What follows belongs to an exercise in optimizing a design on an open flow for small area, a short achievable clock period and few clock cycles; a production flow would make more cautious choices.
Function was checked by simulation only, so behaviour that the tests miss may differ from the original.
No activity file was given, so power comes from the tool's default toggle rates.

oak:
## bse_keybuild
module bse_keybuild (
    input  wire       clk,
    input  wire       rst,
    input  wire       in_valid,
    output wire       in_ready,
    input  wire [7:0] in_data,
    input  wire       in_last,
    input  wire [7:0] tf_num,
    input  wire [7:0] tf_den,
    output wire       out_valid,
    input  wire       out_ready,
    output wire [7:0] out_data,
    output wire       out_last
);
Size in the first run: about 40 I/O pins.
Settings: LEC_CHECK=0, ABC_CLOCK_PERIOD_IN_PS=3500, CAP_MARGIN=20, CORE_MARGIN=2, CORE_UTILIZATION=50, PLACE_DENSITY=0.6, SETUP_SLACK_MARGIN=5, SLEW_MARGIN=20; clock period 11.0 ns.
standard.sh (not shown) runs the stock make flow with config.mk's settings and CLKGATE_MAP_FILE= SYNTH_SCRIPT=/design/flow/synth_recipe.tcl, a recipe that flattens the netlist after the stock synthesis.
==> flow/flow/run.sh <==
#!/bin/bash
set -euo pipefail
MARGIN=${MARGIN:-7}
bash standard.sh synth > synth.log 2>&1
# the make call of standard.sh, with the margin changed
MAKECMD=$(grep '^make ' standard.sh | sed -e "s/SETUP_SLACK_MARGIN=[0-9.]*/SETUP_SLACK_MARGIN=${MARGIN}/" -e 's/"\${@:-finish}"/finish/')
eval "$MAKECMD" > layout.log 2>&1
# write the final DEF as standard.sh does
sed -n '/^if \[\[ -f/,/^fi/p' standard.sh > write_def.sh
bash write_def.sh > write_def.log 2>&1
test -f out/final.def
oak finished every stage and its layout cleared the timing, design-rule and antenna checks.
Testbench counts of oak, summed over its fixed seeds: cycles 81,769.
#### Input delta (pine over oak)
==> flow/run.sh (new file) <==
#!/bin/bash
# synth_recipe.tcl (not shown) runs the flow's synth.tcl, then flattens the netlist and writes it again
# the make line also repeats each setting of config.mk as NAME=value (left out here)
make -C /OpenROAD-flow-scripts/flow DESIGN_CONFIG=/design/flow/config.mk WORK_HOME=/design/flow/orfs CLKGATE_MAP_FILE= SYNTH_SCRIPT=/design/flow/synth_recipe.tcl finish
removed: flow/flow/run.sh
removed: flow/standard.sh
Notes after the runs:
On overall fraction of global-route tracks in use: between oak and pine, it ends up higher for oak.
Looking at timing endpoint of the critical path, the g_tab[234].f[5] result is from pine; the wrap_r one comes from oak.
Going from oak to pine, static leakage shrinks by 2.7%.
The standard cells in pine occupy less silicon area than those in oak do.
Relative to oak, total of clock buffers placed in the layout has decreased by about 1.6% in pine.
Of oak and pine, the higher share of power burned in the clock network belongs to pine.
The maximum frequency reported for pine is smaller than that of oak by 66 MHz.
[compare] base=oak new=pine: multi-input combinational cell count stayed essentially flat, total power level, share of cell area taken by flip-flops and latches shows an increase of 1.2 points.

* * *

run A:
bse_keybuild, a different RTL version from the one above (not shown whole).
For scale: about 20000 cells after synthesis, roughly 3500 flip-flops.
Settings: LEC_CHECK=0, ABC_CLOCK_PERIOD_IN_PS=3500, CAP_MARGIN=35, CORE_MARGIN=2, CORE_UTILIZATION=62, PLACE_DENSITY=0.72, SETUP_SLACK_MARGIN=5, SLEW_MARGIN=35; clock period 11.0 ns.
==> flow/flow/run.sh <==
#!/bin/bash
set -euo pipefail
MARGIN=${MARGIN:-7}
bash standard.sh synth > synth.log 2>&1
# the make call of standard.sh, with the margin changed
MAKECMD=$(grep '^make ' standard.sh | sed -e "s/SETUP_SLACK_MARGIN=[0-9.]*/SETUP_SLACK_MARGIN=${MARGIN}/" -e 's/"\${@:-finish}"/finish/')
eval "$MAKECMD" > layout.log 2>&1
# write the final DEF as standard.sh does
sed -n '/^if \[\[ -f/,/^fi/p' standard.sh > write_def.sh
bash write_def.sh > write_def.log 2>&1
test -f out/final.def
Run A was carried through to the last stage, and its layout satisfied the timing, design-rule and antenna checks.
Testbench counts of run A, summed over its fixed seeds: cycles 78,949.
The inputs of run B differ from those of run A as listed below.
- changing CORE_UTILIZATION from 62 to 58
- changing PLACE_DENSITY from 0.72 to 0.68
==> run summary <==
Wire length of the first global-routing pass across run A and run B: no real change.
Comparing run A and run B, the lower share of power burned in combinational logic is on run B.
The flow did not stop early for run A: all stages ran, and the layout cleared the timing, design-rule and antenna checks.
Run B went all the way through the flow, and no timing, DRC or antenna check failed.
Comparing run A and run B, the higher global routing usage summed across all routing layers is on run A.
Changes in run C relative to run B:
- CORE_UTILIZATION changed from 58 to 62
- CAP_MARGIN changed from 35 to 20
- PLACE_DENSITY changed from 0.68 to 0.72
- SLEW_MARGIN changed from 35 to 20
## What came out
- Although it ran to completion, run C produced a layout that fails the final checks because of antenna rules.
- A worst-path cell with the longest stage delay of sky130_fd_sc_hd__a222oi_1 is what run C shows, while sky130_fd_sc_hd__or4_4 belongs to run B.
- From run C to run B, deepest clock path buffer count did not move at all.
- Diff run B -> run C | register-to-register slack | increase of 40 ps
- In terms of final cell area excluding filler cells, run C and run B differ only marginally.
- For worst hold slack, run C and run B come out practically identical.
- Higher met1 track utilization from global routing goes to run C over run B.
- Between run C and run B, it is run C whose relative contribution of the clock network to total power is lower, by 0.9 points.
- Changes observed in run C relative to run B: slack of the critical path went up; internal power went down; number of setup violations in the final report did not really move; combinational share of power went up.
- Number of antenna violations at the first check in global routing grows by a little under 10% when moving from run B to run C.

==> what the ideal ports hide <==
The flow's constraints put no driver on any port. The routed layouts listed below were extracted and timed again, unchanged, in two steps. Step 1: set_driving_cell puts a clkbuf_16 on clk and a buf_2 on each other input, an assumption about the parent block. Step 2 times the ports against the registers' clock, not the clock port: input delays grow and output delays shrink by t, the midpoint of the rising clock arrivals with the driver on. a / b / c = ideal / step 1 / step 2; a / b = the first two.
| run | t (ns) | setup slack, ns | worst data-port slew with drivers (ns) |
|---|---|---|---|
| oak | 1.135 | 6.665 / 6.665 / 5.826 | 0.10 |
| pine | 1.119 | 4.934 / 4.934 / 4.934 | 0.08 |
| run A | 1.106 | 6.586 / 6.586 / 6.266 | 0.33 |
| run B | 1.101 | 6.504 / 6.504 / 6.082 | 0.24 |
| run C | 1.086 | 6.547 / 6.547 / 6.266 | 0.29 |
For oak, which loses most, drivers alone change the setup slack by 0.000 ns; drivers and shift together by -0.839 ns.
